Background: an optimization exercise with open tools, aiming at small area. Do not read the settings as production practice. In this exercise RTL edits were held to simulation tests only and were not proved equivalent to the original. Power figures rest on the tool's default switching activity, not on a simulated workload.

==> design/flow/design.v <==
module fc_tx (
    input  wire        clk,
    input  wire        rst,
    input  wire        cmd_valid,
    output wire        cmd_ready,
    input  wire [7:0]  cmd_id,
    input  wire [15:0] cmd_len,      
    input  wire        ack_valid,
    output wire        ack_ready,
    input  wire [7:0]  ack_seq,
    input  wire [7:0]  ack_type,
    input  wire        ack_short,    
    input  wire        pl_valid,
    output wire        pl_ready,
    input  wire [7:0]  pl_data,
    output wire        tx_valid,
    input  wire        tx_ready,
    output reg  [7:0]  tx_data,
    output wire [3:0]  tx_err
);
    localparam [7:0] CTL_SOF = 8'h02;
    localparam [7:0] CTL_ACK = 8'h06;
    localparam [7:0] MT_CMD  = 8'hA0;
    localparam [7:0] LEN_ESC = 8'h82;
    localparam [15:0] CK_SEED = 16'h5725;
    localparam [3:0] T_IDLE  = 4'd0,
                     T_SOF   = 4'd1,
                     T_SEQ   = 4'd2,
                     T_TYPE  = 4'd3,
                     T_LEN0  = 4'd4,
                     T_LENHI = 4'd5,
                     T_LENLO = 4'd6,
                     T_ID    = 4'd7,
                     T_PAY   = 4'd8,
                     T_CKLO  = 4'd9,
                     T_CKHI  = 4'd10;
    reg [3:0]  state;
    reg        is_ack;
    reg [7:0]  seq_ctr;     
    reg [7:0]  f_a;         
    reg [15:0] f_len;       
    reg [15:0] acc;
    reg        par;
    reg        err7, err8;
    assign tx_err = {err8, err7, err7, err7};
    wire idle = (state == T_IDLE);
    assign ack_ready = idle;
    assign cmd_ready = idle && !ack_valid;
    wire ack_fire = ack_valid && ack_ready;
    wire cmd_fire = cmd_valid && cmd_ready;
    wire ext_len = |f_len[15:8];
    assign tx_valid = !idle && (state != T_PAY || pl_valid);
    assign pl_ready = (state == T_PAY) && tx_ready;
    wire   tx_fire  = tx_valid && tx_ready;
    always @(*) begin
        case (state)
            T_SOF:   tx_data = is_ack ? CTL_ACK : CTL_SOF;
            T_SEQ:   tx_data = is_ack ? f_a : seq_ctr;
            T_TYPE:  tx_data = is_ack ? f_len[7:0] : MT_CMD;
            T_LEN0:  tx_data = ext_len ? LEN_ESC : f_len[7:0];
            T_LENHI: tx_data = f_len[15:8];
            T_LENLO: tx_data = f_len[7:0];
            T_ID:    tx_data = f_a;
            T_PAY:   tx_data = pl_data;
            T_CKLO:  tx_data = acc[7:0];
            T_CKHI:  tx_data = acc[15:8];
            default: tx_data = 8'h00;
        endcase
    end
    wire body_byte = (state == T_SEQ) || (state == T_TYPE) || (state == T_LEN0) ||
                     (state == T_LENHI) || (state == T_LENLO) || (state == T_ID) ||
                     (state == T_PAY);
    always @(posedge clk) begin
        if (rst) begin
            state   <= T_IDLE;
            seq_ctr <= 8'd0;
            err7    <= 1'b0;
            err8    <= 1'b0;
        end else begin
            err7 <= 1'b0;
            err8 <= 1'b0;
            if (idle) begin
                if (ack_fire) begin
                    if (ack_short) begin
                        err7 <= 1'b1;             
                    end else begin
                        is_ack     <= 1'b1;
                        f_a        <= ack_seq;
                        f_len[7:0] <= ack_type;
                        acc        <= CK_SEED;
                        par        <= 1'b0;
                        state      <= T_SOF;
                    end
                end else if (cmd_fire) begin
                    if (cmd_len == 16'hFFFF) begin
                        err8 <= 1'b1;             
                    end else begin
                        is_ack  <= 1'b0;
                        f_a     <= cmd_id;
                        f_len   <= cmd_len;
                        acc     <= CK_SEED;
                        par     <= 1'b0;
                        state   <= T_SOF;
                    end
                end
            end else if (tx_fire) begin
                if (body_byte) begin
                    if (!par) acc[15:8] <= acc[15:8] ^ tx_data;
                    else      acc[7:0]  <= acc[7:0]  ^ tx_data;
                    par <= ~par;
                end
                case (state)
                    T_SOF: begin
                        if (!is_ack) f_len <= f_len + 16'd1;
                        state <= T_SEQ;
                    end
                    T_SEQ: begin
                        if (!is_ack) seq_ctr <= seq_ctr + 8'd1;
                        state <= T_TYPE;
                    end
                    T_TYPE:  state <= is_ack ? T_CKLO : T_LEN0;
                    T_LEN0:  state <= ext_len ? T_LENHI : T_ID;
                    T_LENHI: state <= T_LENLO;
                    T_LENLO: state <= T_ID;
                    T_ID: begin
                        f_len <= ~f_len;
                        state <= (f_len == 16'd1) ? T_CKLO : T_PAY;
                    end
                    T_PAY: begin
                        f_len <= f_len + 16'd1;
                        if (f_len == 16'hFFFD) state <= T_CKLO;
                    end
                    T_CKLO:  state <= T_CKHI;
                    T_CKHI:  state <= T_IDLE;
                    default: state <= T_IDLE;
                endcase
            end
        end
    end
endmodule
module fc_rx (
    input  wire        clk,
    input  wire        rst,
    input  wire        open_req,
    input  wire        close_req,
    input  wire        in_valid,
    output wire        in_ready,
    input  wire [7:0]  in_data,
    output wire        q_valid,
    input  wire        q_pop,
    output wire        q_sentinel,
    output wire [7:0]  q_ctl,
    output wire [7:0]  q_seq,
    output wire [7:0]  q_mtype,
    output wire [15:0] q_len,
    output wire [15:0] q_cksum,
    input  wire [3:0]  q_idx,
    output wire [7:0]  q_byte,
    output reg  [2:0]  ev_code,
    output wire        rx_closed,
    output reg         fault
);
    localparam [7:0] CTL_SOF = 8'h02;
    localparam [7:0] CTL_EOT = 8'h04;
    localparam [7:0] CTL_ACK = 8'h06;
    localparam [7:0] LEN_ESC = 8'h82;
    localparam [15:0] CK_SEED = 16'h5725;
    localparam [2:0] EV_NONE = 3'd0, EV_EMIT = 3'd1, EV_SENTINEL = 3'd2,
                     EV_BAD_MTYPE = 3'd3, EV_BAD_CKSUM = 3'd4,
                     EV_ZERO_LEN = 3'd5, EV_OVERFLOW = 3'd6;
    localparam [3:0] S_CLOSED = 4'd0,
                     S_SEEK   = 4'd1,
                     S_HSEQ   = 4'd2,
                     S_HTYPE  = 4'd3,
                     S_LEN0   = 4'd4,
                     S_LENHI  = 4'd5,
                     S_LENLO  = 4'd6,
                     S_BODY   = 4'd7,
                     S_CKLO   = 4'd8,
                     S_CKHI   = 4'd9,
                     S_FAULT  = 4'd10;
    reg [3:0]  state;
    reg        open_flag;
    reg        r_sof, r_c6k, r_c6;
    reg [7:0]  r_seq;
    reg [1:0]  r_mt;
    reg [15:0] r_len, r_cnt, r_acc;
    reg        r_par, r_cklo_ok;
    reg [127:0] buf_q;      
    reg [7:0]  qs;              
    reg [2:0]  head, tail;
    reg        full;            
    reg [170:0] ring [0:7];     
    reg [2:0]   ph;
    reg         pend, pendb;    
    reg [2:0]   pslot, pslotb;
    wire [2:0]   hpos  = head + ph;
    wire         byp   = pend && (pslot == head);
    wire         bypb  = pendb && (pslotb == head);
    wire [8:0]   hsel, hselb;
    genvar gi, gb;
    generate
        for (gi = 0; gi < 8; gi = gi + 1) begin : g_hsel
            assign hsel[gi]  = !byp && (hpos == gi);
            assign hselb[gi] = !bypb && (hpos == gi);
        end
    endgenerate
    assign hsel[8]  = byp;
    assign hselb[8] = bypb;
    wire [170:0] rnew = {r_c6, r_mt, r_seq, r_len, r_acc, buf_q};
    wire [170:0] rhd;
    generate
        for (gb = 0; gb < 171; gb = gb + 1) begin : g_rd
            fc_sel9 u_sel (
                .s((gb >= 24 && gb < 128) ? hselb : hsel),
                .d({rnew[gb], ring[7][gb], ring[6][gb], ring[5][gb], ring[4][gb],
                    ring[3][gb], ring[2][gb], ring[1][gb], ring[0][gb]}),
                .y(rhd[gb]));
        end
    endgenerate
    wire [42:0]  hhd   = rhd[170:128];
    wire [1:0]   hmt   = hhd[41:40];
    wire [15:0]  isel;
    generate
        for (gi = 0; gi < 16; gi = gi + 1) begin : g_isel
            assign isel[gi] = (q_idx == gi);
        end
        for (gb = 0; gb < 8; gb = gb + 1) begin : g_byte
            wire [15:0] col;
            for (gi = 0; gi < 16; gi = gi + 1) begin : g_col
                assign col[gi] = rhd[8*gi + gb];
            end
            fc_sel16 u_sel (.s(isel), .d(col), .y(q_byte[gb]));
        end
    endgenerate
    assign q_valid    = full || (head != tail);
    assign q_sentinel = qs[head];
    assign q_seq      = hhd[39:32];
    assign q_len      = hhd[31:16];
    assign q_cksum    = hhd[15:0];
    assign q_mtype    = {1'b1, 1'b0, 1'b1, hmt[1], hmt[1], 1'b0, hmt[1], hmt[1] | hmt[0]};
    wire   len_nz     = |q_len;
    assign q_ctl      = {5'd0, ~len_nz, len_nz | hhd[42], 1'b0};
    wire pop_fire = q_pop && q_valid;
    wire q_space  = !full || pop_fire;
    assign in_ready  = (state == S_SEEK && open_flag) ||
                       (state != S_SEEK && state != S_CLOSED && state != S_FAULT);
    assign rx_closed = (state == S_CLOSED);
    wire in_fire = in_valid && in_ready;
    wire ctl_ok   = (in_data == CTL_SOF) || (in_data == CTL_EOT) || (in_data == CTL_ACK);
    wire is_a1    = (in_data == 8'hA1);
    wire is_bb    = (in_data == 8'hBB);
    wire mtype_ok = (in_data == 8'hA0) || is_a1 || is_bb;
    wire [15:0] acc_next = r_par ? {r_acc[15:8], r_acc[7:0] ^ in_data}
                                 : {r_acc[15:8] ^ in_data, r_acc[7:0]};
    wire ck_match = r_cklo_ok && (in_data == r_acc[15:8]);
    wire [1:0]  c_mt   = r_cnt[9:8];
    wire [7:0]  c_type = {1'b1, 1'b0, 1'b1, c_mt[1], c_mt[1], 1'b0, c_mt[1], c_mt[1] | c_mt[0]};
    wire [15:0] c_acc  = CK_SEED ^ {r_cnt[7:0], c_type};
    wire push_frame = (state == S_CKHI) && in_fire && ck_match &&
                      !(r_sof && r_len == 16'd0) && q_space;
    wire push_sent  = (state == S_SEEK) && !open_flag && q_space;
    wire push       = push_frame || push_sent;
    always @(posedge clk) begin
        if (rst) begin
            state     <= S_CLOSED;
            open_flag <= 1'b0;
            fault     <= 1'b0;
            ev_code   <= EV_NONE;
        end else begin
            ev_code <= EV_NONE;
            if (close_req)
                open_flag <= 1'b0;
            case (state)
                S_CLOSED: begin
                    if (open_req) begin
                        state <= S_SEEK;
                        if (!close_req) open_flag <= 1'b1;
                    end
                end
                S_SEEK: begin
                    if (!open_flag) begin
                        if (q_space) begin
                            ev_code <= EV_SENTINEL;
                            state   <= S_CLOSED;
                        end else begin
                            ev_code <= EV_OVERFLOW;
                            fault   <= 1'b1;
                            state   <= S_FAULT;
                        end
                    end else if (in_fire && ctl_ok) begin
                        r_sof <= (in_data == CTL_SOF);
                        r_c6k <= (in_data == CTL_ACK);
                        state <= S_HSEQ;
                    end
                end
                S_HSEQ: if (in_fire) begin
                    r_cnt[7:0] <= in_data;
                    state      <= S_HTYPE;
                end
                S_HTYPE: if (in_fire) begin
                    r_cnt[9:8] <= {is_bb, is_a1};
                    if (!mtype_ok) begin
                        ev_code <= EV_BAD_MTYPE;
                        state   <= S_SEEK;
                    end else if (r_sof)
                        state <= S_LEN0;
                    else
                        state <= S_CKLO;
                end
                S_LEN0: if (in_fire) begin
                    r_seq <= r_cnt[7:0];
                    r_c6  <= r_c6k;
                    r_mt  <= c_mt;
                    r_acc <= c_acc ^ {in_data, 8'h00};
                    r_par <= 1'b1;
                    r_cnt <= 16'd0;
                    if (in_data == LEN_ESC)
                        state <= S_LENHI;
                    else begin
                        r_len <= {8'h00, in_data};
                        state <= (in_data == 8'h00) ? S_CKLO : S_BODY;
                    end
                end
                S_LENHI: if (in_fire) begin
                    r_acc <= acc_next;
                    r_par <= ~r_par;
                    r_len <= {in_data, 8'h00};
                    state <= S_LENLO;
                end
                S_LENLO: if (in_fire) begin
                    r_acc <= acc_next;
                    r_par <= ~r_par;
                    r_len <= {r_len[15:8], in_data};
                    state <= ({r_len[15:8], in_data} == 16'd0) ? S_CKLO : S_BODY;
                end
                S_BODY: if (in_fire) begin
                    r_acc <= acc_next;
                    r_par <= ~r_par;
                    r_cnt <= r_cnt + 16'd1;
                    if (r_cnt + 16'd1 == r_len)
                        state <= S_CKLO;
                end
                S_CKLO: if (in_fire) begin
                    if (r_sof)
                        r_cklo_ok <= (in_data == r_acc[7:0]);
                    else begin
                        r_seq     <= r_cnt[7:0];
                        r_c6      <= r_c6k;
                        r_mt      <= c_mt;
                        r_len     <= 16'd0;
                        r_acc     <= c_acc;
                        r_cklo_ok <= (in_data == c_acc[7:0]);
                    end
                    state <= S_CKHI;
                end
                S_CKHI: if (in_fire) begin
                    if (!ck_match) begin
                        ev_code <= EV_BAD_CKSUM;
                        state   <= S_SEEK;
                    end else if (r_sof && r_len == 16'd0) begin
                        ev_code <= EV_ZERO_LEN;
                        state   <= S_SEEK;
                    end else if (!q_space) begin
                        ev_code <= EV_OVERFLOW;
                        fault   <= 1'b1;
                        state   <= S_FAULT;
                    end else begin
                        ev_code <= EV_EMIT;
                        state   <= S_SEEK;
                    end
                end
                S_FAULT: ;
                default: state <= S_CLOSED;
            endcase
        end
    end
    wire buf_wr = (state == S_BODY) && in_fire && (r_cnt[15:4] == 12'd0);
    integer k;
    always @(posedge clk) begin
        for (k = 0; k < 16; k = k + 1)
            if (buf_wr && r_cnt[3:0] == k)
                buf_q[8*k +: 8] <= in_data;
    end
    always @(posedge clk) begin
        if (rst) begin
            head  <= 3'd0;
            tail  <= 3'd0;
            full  <= 1'b0;
        end else begin
            if (push)
                tail <= tail + 3'd1;
            if (pop_fire)
                head <= head + 3'd1;
            if (push && !pop_fire)
                full <= (tail + 3'd1 == head);
            else if (pop_fire && !push)
                full <= 1'b0;
        end
    end
    always @(posedge clk) begin
        if (push)
            for (k = 0; k < 8; k = k + 1)
                if (tail == k) qs[k] <= push_sent;
    end
    localparam [170:0] PART_B = {43'd0, {104{1'b1}}, 24'd0};
    reg s0, n0, s4, n4, sb, nb;
    wire       push_b  = push_frame && (r_len[15:2] != 14'd0);
    wire       wait_n  = push_frame || (pend && !(s0 || s4));
    wire       wait_b  = push_b || (pendb && !sb);
    wire [2:0] wpos    = (push_frame ? tail : pslot) + ph + 3'd2;   
    wire [2:0] wposb   = (push_b ? tail : pslotb) + ph + 3'd2;      
    wire       at0     = wait_n && (wpos == 3'd0);
    wire       at4     = wait_n && (wpos == 3'd4);
    wire       atb     = wait_b && (wposb == 3'd0);
    always @(posedge clk) begin
        if (rst) begin
            ph    <= 3'd0;
            pend  <= 1'b0;
            pendb <= 1'b0;
            s0    <= 1'b0;
            s4    <= 1'b0;
            sb    <= 1'b0;
        end else begin
            ph    <= ph + 3'd1;
            pend  <= wait_n;
            pendb <= wait_b;
            s0    <= at0;
            s4    <= at4;
            sb    <= atb;
        end
        n0 <= !at0;
        n4 <= !at4;
        nb <= !atb;
        if (push_frame)
            pslot <= tail;
        if (push_b)
            pslotb <= tail;
    end
    integer p;
    always @(posedge clk) begin
        ring[0] <= (~PART_B & (({171{s0}} & rnew) | ({171{n0}} & ring[7]))) |
                   ( PART_B & (({171{sb}} & rnew) | ({171{nb}} & ring[7])));
        ring[4] <= (~PART_B & (({171{s4}} & rnew) | ({171{n4}} & ring[3]))) |
                   ( PART_B & ring[3]);
        for (p = 1; p < 8; p = p + 1)
            if (p != 4) ring[p] <= ring[p-1];
    end
endmodule
module fc_aoi222 (
    input  wire [2:0] a,
    input  wire [2:0] b,
    output wire       y
);
    assign y = ~|(a & b);
endmodule
module fc_aoi22 (
    input  wire [1:0] a,
    input  wire [1:0] b,
    output wire       y
);
    assign y = ~|(a & b);
endmodule
module fc_sel9 (
    input  wire [8:0] s,
    input  wire [8:0] d,
    output wire       y
);
    wire [2:0] t;
    fc_aoi222 u0 (.a(s[2:0]), .b(d[2:0]), .y(t[0]));
    fc_aoi222 u1 (.a(s[5:3]), .b(d[5:3]), .y(t[1]));
    fc_aoi222 u2 (.a(s[8:6]), .b(d[8:6]), .y(t[2]));
    assign y = ~&t;
endmodule
module fc_sel16 (
    input  wire [15:0] s,
    input  wire [15:0] d,
    output wire        y
);
    wire [5:0] t;
    fc_aoi222 u0 (.a(s[2:0]),   .b(d[2:0]),   .y(t[0]));
    fc_aoi222 u1 (.a(s[5:3]),   .b(d[5:3]),   .y(t[1]));
    fc_aoi222 u2 (.a(s[8:6]),   .b(d[8:6]),   .y(t[2]));
    fc_aoi222 u3 (.a(s[11:9]),  .b(d[11:9]),  .y(t[3]));
    fc_aoi22  u4 (.a(s[13:12]), .b(d[13:12]), .y(t[4]));
    fc_aoi22  u5 (.a(s[15:14]), .b(d[15:14]), .y(t[5]));
    assign y = ~&t;
endmodule
module frame_codec (
    input  wire        clk,
    input  wire        rst,
    input  wire        cmd_valid,
    output wire        cmd_ready,
    input  wire [7:0]  cmd_id,
    input  wire [15:0] cmd_len,
    input  wire        ack_valid,
    output wire        ack_ready,
    input  wire [7:0]  ack_seq,
    input  wire [7:0]  ack_type,
    input  wire        ack_short,
    input  wire        pl_valid,
    output wire        pl_ready,
    input  wire [7:0]  pl_data,
    output wire        tx_valid,
    input  wire        tx_ready,
    output wire [7:0]  tx_data,
    output wire [3:0]  tx_err,
    input  wire        open_req,
    input  wire        close_req,
    input  wire        in_valid,
    output wire        in_ready,
    input  wire [7:0]  in_data,
    output wire        q_valid,
    input  wire        q_pop,
    output wire        q_sentinel,
    output wire [7:0]  q_ctl,
    output wire [7:0]  q_seq,
    output wire [7:0]  q_mtype,
    output wire [15:0] q_len,
    output wire [15:0] q_cksum,
    input  wire [3:0]  q_idx,
    output wire [7:0]  q_byte,
    output wire [2:0]  ev_code,
    output wire        rx_closed,
    output wire        fault
);
    fc_tx u_tx (
        .clk(clk), .rst(rst),
        .cmd_valid(cmd_valid), .cmd_ready(cmd_ready), .cmd_id(cmd_id), .cmd_len(cmd_len),
        .ack_valid(ack_valid), .ack_ready(ack_ready), .ack_seq(ack_seq),
        .ack_type(ack_type), .ack_short(ack_short),
        .pl_valid(pl_valid), .pl_ready(pl_ready), .pl_data(pl_data),
        .tx_valid(tx_valid), .tx_ready(tx_ready), .tx_data(tx_data),
        .tx_err(tx_err)
    );
    fc_rx u_rx (
        .clk(clk), .rst(rst),
        .open_req(open_req), .close_req(close_req),
        .in_valid(in_valid), .in_ready(in_ready), .in_data(in_data),
        .q_valid(q_valid), .q_pop(q_pop), .q_sentinel(q_sentinel),
        .q_ctl(q_ctl), .q_seq(q_seq), .q_mtype(q_mtype), .q_len(q_len),
        .q_cksum(q_cksum), .q_idx(q_idx), .q_byte(q_byte),
        .ev_code(ev_code), .rx_closed(rx_closed), .fault(fault)
    );
endmodule
==> design/flow/flow/run.sh <==
#!/bin/bash
# Layout: the standard flow (standard.sh with synth_recipe.tcl), with
# three changes to how the layout is built:
#  - technology mapping: ORFS's scripts are copied into scripts/ here and the
#    ABC script that synthesis runs (abc_speed.script) is replaced by
#    flow/abc_area.script, an area-recovering mapping without ABC's buffering
#    and gate upsizing (placement repairs the nets that need buffers). The
#    registers are mapped by dfflibmap before ABC runs, so they are the
#    standard synthesis's;
#  - clock tree: clkbuf_4 buffers driving sink clusters of up to 9 registers,
#    and no dummy loads (the default tree pads every level with them);
#  - each port gets the smallest buffer, buf_1, instead of clkdlybuf4s50_1.
# The make output goes to standard.log; each ORFS step keeps its own log
# under orfs/logs.
set -euo pipefail
rm -rf scripts
cp -r "$FLOW_HOME/scripts" scripts
cp flow/abc_area.script scripts/abc_speed.script
export SCRIPTS_DIR="$PWD/scripts"
export CTS_ARGS="-sink_clustering_enable -repair_clock_nets -dont_use_dummy_load -buf_list {sky130_fd_sc_hd__clkbuf_4} -sink_clustering_size 9 -sink_clustering_max_diameter 45"
export BUFFER_PORTS_ARGS="-buffer_cell sky130_fd_sc_hd__buf_1"
bash standard.sh > standard.log 2>&1
==> design/flow/flow/abc_area.script <==
strash
&get -n
&fraig -x
&put
scorr
dc2
dretime
strash
&get -n
&dch -f
&nf -R 1000
&put
==> design/flow/standard.sh <==
#!/bin/bash
# synth_recipe.tcl (not shown) runs the flow's synth.tcl, then flattens the netlist and writes it again
# the make line also repeats each setting of config.mk as NAME=value (left out here)
make -C /OpenROAD-flow-scripts/flow DESIGN_CONFIG=/design/flow/config.mk WORK_HOME=/design/flow/orfs CLKGATE_MAP_FILE= SYNTH_SCRIPT=/design/flow/synth_recipe.tcl "${@:-finish}"
==> design/flow/config.mk <==
export PLATFORM = sky130hd
export DESIGN_NAME = frame_codec
export DESIGN_NICKNAME = frame_codec
export VERILOG_FILES = /design/flow/design.v
export SDC_FILE = /design/flow/constraint.sdc
export NUM_CORES = 4
export LEC_CHECK = 0
export CAP_MARGIN = 20
export CORE_MARGIN = 2
export CORE_UTILIZATION = 70
export SLEW_MARGIN = 20
==> design/flow/constraint.sdc <==
create_clock -name core_clock -period 10.0 [get_ports {clk}]
set_input_delay 2.0000 -clock core_clock [delete_from_list [all_inputs] [get_ports {clk}]]
set_output_delay 2.0000 -clock core_clock [all_outputs]
set_load 0.01 [all_outputs]
==> results.toml, run 1 <==
[run_status]
run_status = "complete, no violations"

[critical_path]
cpLargestDelayFamily = "simple AND/OR/NAND/NOR gates"
cp.required_ns = 8.00
arrival_ns = 6.78
cp-end-kind = "output port"
path_cells = "clkinv_1, a221oi_1, nor2b_4, buf_4, nor2_4, buf_4, a222oi_1, a31oi_1, nor4_1, nand3_1, buf_1"
cpPeakStageDelay_ns = 1.04
cp_max_fo = 44
critical_path_class = "register to output port"
cpMostUsedCell = "buf_4"
critPathSlowestCell = "nor4_1"
cp.buffers_inverters = 4
start_kind = "register"

[detailed_routing]
drc_errors = 0
via_per_inst = 7.35
wl_met2_mm = 64.8
vias = 35300
met3_length_mm = 16.1
antenna_left = 0
avgRoutedWirePerCell_um = 29.0
dr.pass1.iters = 12
first_iter_violations = 7165
met1Wirelength_mm = 52.1
wirelength_mm = 139
top_layer = "met4"

[power_and_ir_drop]
power_density_mw_per_mm2 = 222
p_seq_share_pct = 59.9
p_leak_nw = 18.4
pwr-share-clk_pct = 24.8
ir_drop_uv = 229
switching_power_mw = 3.57
switching_share_pct = 30.3
pwr-share-comb_pct = 15.2
internal-power_mw = 8.20

[synthesis]
synth_flop_cell = "dfxtp_1"
synth.most_common_cell = "dfxtp_1"
ys_seq_elements = 1656
postSynthAreaPerCell_um2 = 14.1
synth_top_cell_by_area = "dfxtp_1"
yosys_warnings = 3
synthTopCellsByArea = "dfxtp_1 57%, edfxtp_1 15%, a222oi_1 11%"
syn_area_mm2 = 0.0493
synth_common_cells = "1,415 x dfxtp_1, 520 x a222oi_1, 241 x edfxtp_1"
synthCells = 3498
synth_top_area_share_pct = 57.4
yosysSeqAreaShare_pct = 72.1
synth_cell_types = 62
async_reset_ff_share_pct = 0
synth_edf_count = 241

[global_routing]
grt_pass1_wl_mm = 212
grt_pass1_vias = 36200
grt_max_degree = 113
track_usage_pct = 37.5
antenna_found_initial = 5
overflow = 0

[timing]
hold_viol = 0
finalClockSkew_ns = 0.143
max_slew.worst_pin.slew_ns = 1.21
fin_crit_ns = 8.78
setup_violations = 0
holdWs_ns = 0.267
finalCritPeriodShare_pct = 87.8
max-slew-margin-rel_pct = 18.6
finalSetupTns_ns = 0
max_freq_mhz = 114
rsz0062_at_grt = "false"
maxSlewViolCount = 0

[placement]
port_buffers = 148
routabilityCongestion = 0.943
hpwl_mm = 78.9

[die]
rows = 97
die_w_um = 270
die_area_mm2 = 0.0726
io_pins = 159
start_util_pct = 70.6
coreArea_mm2 = 0.0699
die_height_um = 270

[cts]
cts_hold_buf = 0
clk_pin_slew_ns = 0.10
cts.sinks = 1656
post-cts-setup-buffers = 0
cts_root_buf = "clkbuf_4"
cts_tree = "built"
cts_buffers = 204
clockBufferDepth = 3
insertion_delay_ns = 1.13
cts_htree_levels = 4
cts-resized-gates = 0

[finish]
drive_above_1_share_pct = 7.96
nets = 3952
area_growth_pct = 7.21

[min_path]
min_path_type = "register to register"

[flow_run]
cap_violations = 0
-- power by group through the flow --
stage / Combinational (mW) / Clock [mW] / Sequential [mW]
detailed placement: 1.72 / 0 / 7.19
floorplan: 0.940 / 0 / 7.14
finish: 1.79 / 2.92 / 7.05
global placement: 1.71 / 0 / 7.19
CTS: 1.73 / 2.95 / 7.04
global route: 1.87 / 3.21 / 7.06
-- stage by stage --
step / utilization (%) / setup slack [ns] / area, um^2 / std cells / power, mW
global route: 75.7 / 1.09 / 52900 / 4797 / 12.1
CTS: 75.7 / 1.28 / 52900 / 4795 / 11.7
floorplan: - / 0.980 / 49400 / 3506 / 8.08
global placement: 73.5 / 2.62 / 51400 / 4591 / 8.90
detailed placement: 73.5 / 2.43 / 51400 / 4591 / 8.92
finish: 75.7 / 1.22 / 52900 / 4801 / 11.8
-- flip-flops by register name, summed over array words and instances (netlist names), 4 cells and up --
register	cells
u_rx.r_cnt	16
u_rx.r_seq	8
u_rx.qs	8
u_tx.f_a	8
u_tx.state	4
u_rx.buf_q	128
u_rx.state	4
u_tx.seq_ctr	8
u_tx.acc	16
u_tx.f_len	16
u_rx.r_acc	16
u_rx.r_len	16
u_rx.ring	1368
-- worst reg2reg max path: cells and delay by family, from the launching register on --
kind            cells  cell delay (ns)
simple gates        9             2.84
compound gates      1             0.21
flops               1             0.55
buf+inv             1             0.05
fa+ha+maj           2             0.43
xor+xnor            3             0.45
-- final timing paths --
check                                       from                to  slack, ns  cells past startpoint
worst max-delay path                u_rx.head[1]         q_byte[6]       1.22                     11
worst min-delay path            u_rx.ring[3][29]  u_rx.ring[4][29]       0.27                      0
worst max register to register     u_rx.r_len[5]           u_rx.s4       5.35                     16
worst min register to register  u_rx.ring[3][29]  u_rx.ring[4][29]       0.27                      0
-- logic make-up after synthesis --
| group | Yosys count | synth area share (%) |
|---|---|---|
| flops | 1656 | 72.1 |
| compound gates | 1076 | 18.8 |
| simple gates | 538 | 5.37 |
| buf+inv | 104 | 1.29 |
| xor+xnor | 84 | 1.49 |
| fa+ha+maj | 24 | 0.624 |
| mux | 14 | 0.357 |
| other cells | 2 | 0.0152 |
-- layout make-up --
type                       instances  area (um^2)
sequential                      1656        35600
multi-input combinational       1746        13300
tap                              940         1180
inverter                          39          146
antenna                            6         15.0
timing repair buffer             210         1120
fill                            4465        17000
clock buffer                     204         1530
-- routing by layer --
metal	global-route usage, %	vias up
li1	-	15000
met1	49.0	17200
met5	0	-
met2	59.5	2637
met4	19.4	0
met3	7.78	447
-- layout by cell type (no fill, tap or decap), types with 7 or more instances in the layout --
cell type and count:
nor4_1 34, and2_0 23, conb_1 10, a21oi_1 59
ha_1 23, buf_4 55, and3_1 27, nor2_1 125
nor3_1 47, dfxtp_1 1409, nand4_1 20, o22ai_1 9
a22oi_1 14, nand3_1 74, mux2_1 9, a22o_1 239
buf_1 140, nor2b_1 16, o21ai_0 51, buf_12 7
a221oi_1 9, nand2b_1 12, nor2_4 16, xnor2_1 38
edfxtp_1 241, clkbuf_4 204, clkinv_1 39, xor2_1 46
a31oi_1 133, a222oi_1 520, or4_1 11, nand2_1 99
clkbuf_2 8
==> run 2, diff against run 1 <==
--- a/design/flow/config.mk
+++ b/design/flow/config.mk
@@ -8,4 +8,4 @@
 export CAP_MARGIN = 20
 export CORE_MARGIN = 2
-export CORE_UTILIZATION = 70
+export CORE_UTILIZATION = 55
 export SLEW_MARGIN = 20
==> run 2 against run 1 <==
  * Still clean on timing, DRC and antenna
  * Die area grew 27%
  * Clock power grew 2%
  * Final area grew 0.49%
  * Power grew 0.59%
  * Combinational power is essentially flat
  * Worst setup slack gained 0.60 ns
  * Flip-flop and latch count is the same
  * Worst hold slack gained 0.018 ns
  * Register-to-register slack is essentially flat
  * Routed wire length grew 5.9%
  * Core utilization shrank 16 points
  * Non-clock buffer count shrank 3
  * Critical path type unchanged
==> results.toml, run 2 <==
[detailed_routing]
vias = 34900
via_per_inst = 6.93
dr.pass1.iters = 29
avgRoutedWirePerCell_um = 29.3
wirelength_mm = 148
antenna_left = 0
drc_errors = 0
first_iter_violations = 6234

[synthesis]
synth_common_cells = "1,415 x dfxtp_1, 520 x a222oi_1, 241 x edfxtp_1"
async_reset_ff_share_pct = 0
yosysSeqAreaShare_pct = 72.1
synthCells = 3498
ys_seq_elements = 1656
syn_area_mm2 = 0.0493
postSynthAreaPerCell_um2 = 14.1
synth_cell_types = 62
synth.most_common_cell = "dfxtp_1"
synthTopCellsByArea = "dfxtp_1 57%, edfxtp_1 15%, a222oi_1 11%"
synth_flop_cell = "dfxtp_1"
yosys_warnings = 3
synth_top_area_share_pct = 57.4
synth_edf_count = 241
synth_top_cell_by_area = "dfxtp_1"

[timing]
finalCritPeriodShare_pct = 81.8
hold_viol = 0
finalSetupTns_ns = 0
fin_crit_ns = 8.18
maxSlewViolCount = 0
setup_ws_ns = 1.82
finalClockSkew_ns = 0.0899
rsz0062_at_grt = "false"
setup_violations = 0
max-slew-margin-rel_pct = 19.0
max_freq_mhz = 122
max_slew.worst_pin.slew_ns = 1.21

[cts]
post-cts-setup-buffers = 0
clockBufferDepth = 3
cts-resized-gates = 0
cts_buffers = 206
cts_htree_levels = 4
clk_pin_slew_ns = 0.10
cts_tree = "built"
cts.sinks = 1656
cts_hold_buf = 0
cts_root_buf = "clkbuf_4"
insertion_delay_ns = 1.15

[critical_path]
cpLargestDelayFamily = "simple AND/OR/NAND/NOR gates"
critPathSlowestCell = "and2_4"
cp.required_ns = 8.00
arrival_ns = 6.18
start_kind = "register"
cp_max_fo = 54
critical_path_class = "register to output port"
cp.buffers_inverters = 3
path_cells = "clkinv_1, a221oi_1, and2_4, nor2_4, buf_4, a222oi_1, a31oi_1, nor4_1, o21ai_0, nor4_1, nand3_1, buf_1"
cpMostUsedCell = "nor4_1"
cp-end-kind = "output port"
cpPeakStageDelay_ns = 0.83

[finish]
area_growth_pct = 7.74
layout_common_cells = "1,409 x dfxtp_1, 520 x a222oi_1, 241 x edfxtp_1"
layout_commonest_cell = "dfxtp_1"
drive_above_1_share_pct = 8.02
nets = 3951
reg_top3 = "u_rx.ring x1368, u_rx.buf_q x128"
largest-register = "u_rx.ring"
largest_register_ffs = 1368

[die]
io_pins = 159
rows = 109
die_w_um = 304
coreArea_mm2 = 0.0886
start_util_pct = 55.7
die_area_mm2 = 0.0921
die_height_um = 304

[global_routing]
overflow = 0
grt_pass1_wl_mm = 219
grt_max_degree = 105
grt_pass1_vias = 35700
antenna_found_initial = 4
track_usage_pct = 31.3

[min_path]
min_path_type = "register to register"

[power_and_ir_drop]
p_leak_nw = 18.4
ir_drop_uv = 185
power_density_mw_per_mm2 = 223

[placement]
routabilityCongestion = 0.889
dp_slack_ns = 3.10
hpwl_mm = 84.3
port_buffers = 148

[run_status]
run_status = "complete, no violations"

[flow_run]
cap_violations = 0
## run 2: cell counts after synthesis
No cell type changed its count.
## run 2: area by class of cell
| class | count | area, um^2 |
|---|---|---|
| Sequential cell | 1656 | 35600 |
| Timing Repair Buffer | 207 | 1060 |
| Antenna cell | 12 | 30.0 |
| Clock buffer | 206 | 1550 |
| Inverter | 39 | 146 |
| Multi-Input combinational cell | 1746 | 13400 |
| Fill cell | 6984 | 35500 |
| Tap cell | 1165 | 1460 |
## run 2: logic make-up (layout without fill, tap and decap cells)
kind of cell | after synthesis | in the layout | share of synthesized area (%)
mux | 14 | 14 | 0.357
other cells | 2 | 22 | 0.0152
fa+ha+maj | 24 | 24 | 0.624
buf+inv | 104 | 452 | 1.29
compound gates | 1076 | 1076 | 18.8
flops | 1656 | 1656 | 72.1
xor+xnor | 84 | 84 | 1.49
simple gates | 538 | 538 | 5.37
## run 2: worst reg2reg max path: stages, from the launching register on
cell      delay [ns]
dfxtp_1         0.64
nand2b_1        0.25
nor3_1          0.27
nand2_1         0.20
o21ai_0         0.23
nand2_1         0.45
nor2_1          0.47
nand2_1         0.32
nor2_1          0.20
a21oi_1         0.08
ha_1            0.30
clkinv_1        0.06
ha_1            0.19
xor2_1          0.15
xnor2_1         0.14
xor2_1          0.17
or4_1           0.43
nor2_1          0.09
## run 2: metal layers
layer / up-vias / part of all wire [%] / GRT usage [%]
met5: - / 0 / 0
met4: 0 / 3.2 / 13.0
met3: 333 / 9.3 / 5.94
met2: 2222 / 47 / 50.5
met1: 17400 / 40 / 41.5
li1: 15000 / - / -
## run 2: report_power, final
group	switching [mW]	internal (mW)	total, mW	leakage [nW]
registers	0.153	6.90	7.05	13.6
clock network	2.02	0.942	2.97	0.948
logic	1.44	0.374	1.82	3.87
## run 2: per-stage QoR
stage / instance area, um^2 / util, % / hold slack, ns / power (mW) / cells
final: 53200 / 60.0 / 0.285 / 11.8 / 5031
after global routing: 53200 / 60.0 / 0.269 / 12.3 / 5024
after CTS: 53100 / 59.9 / 0.265 / 11.9 / 5019
after detailed placement: 51600 / 58.2 / 0.336 / 8.98 / 4813
after global placement: 51600 / 58.2 / 0.331 / 8.96 / 4813
after floorplan: 49400 / - / 0.330 / 8.08 / 3506
## run 2: worst paths after layout
path                           from                end  slack [ns]  cells after the start
hold / removal    u_rx.ring[2][167]  u_rx.ring[3][167]        0.28                      0
setup reg to reg      u_rx.state[0]            u_rx.s4        5.34                     17
setup / recovery       u_rx.head[1]          q_byte[7]        1.82                     12
hold reg to reg   u_rx.ring[2][167]  u_rx.ring[3][167]        0.28                      0

-- port drivers added, routing unchanged --
In the flow no input, the clock included, has a driving cell. The finished layouts below were timed again as built, in two steps.
Step 1: set_driving_cell puts a clkbuf_16 on clk and a buf_2 on each other input, an assumption about the parent block.
Step 2 also shifts input and output timing later by t, the mid clock arrival at the registers, as if the neighbouring blocks saw the same clock.
a / b / c = ideal / step 1 / step 2; a / b = the first two.
run | shift t [ns] | setup slack, ns | slew at the worst register clock pin (ns) | cell pins on the clock port's net
run 1 | 1.127 | 1.221 / 1.153 / 2.280 | 0.12 / 0.12 | 1
run 2 | 1.181 | 1.817 / 1.747 / 2.929 | 0.11 / 0.11 | 1
After both steps every run listed still meets setup and hold.
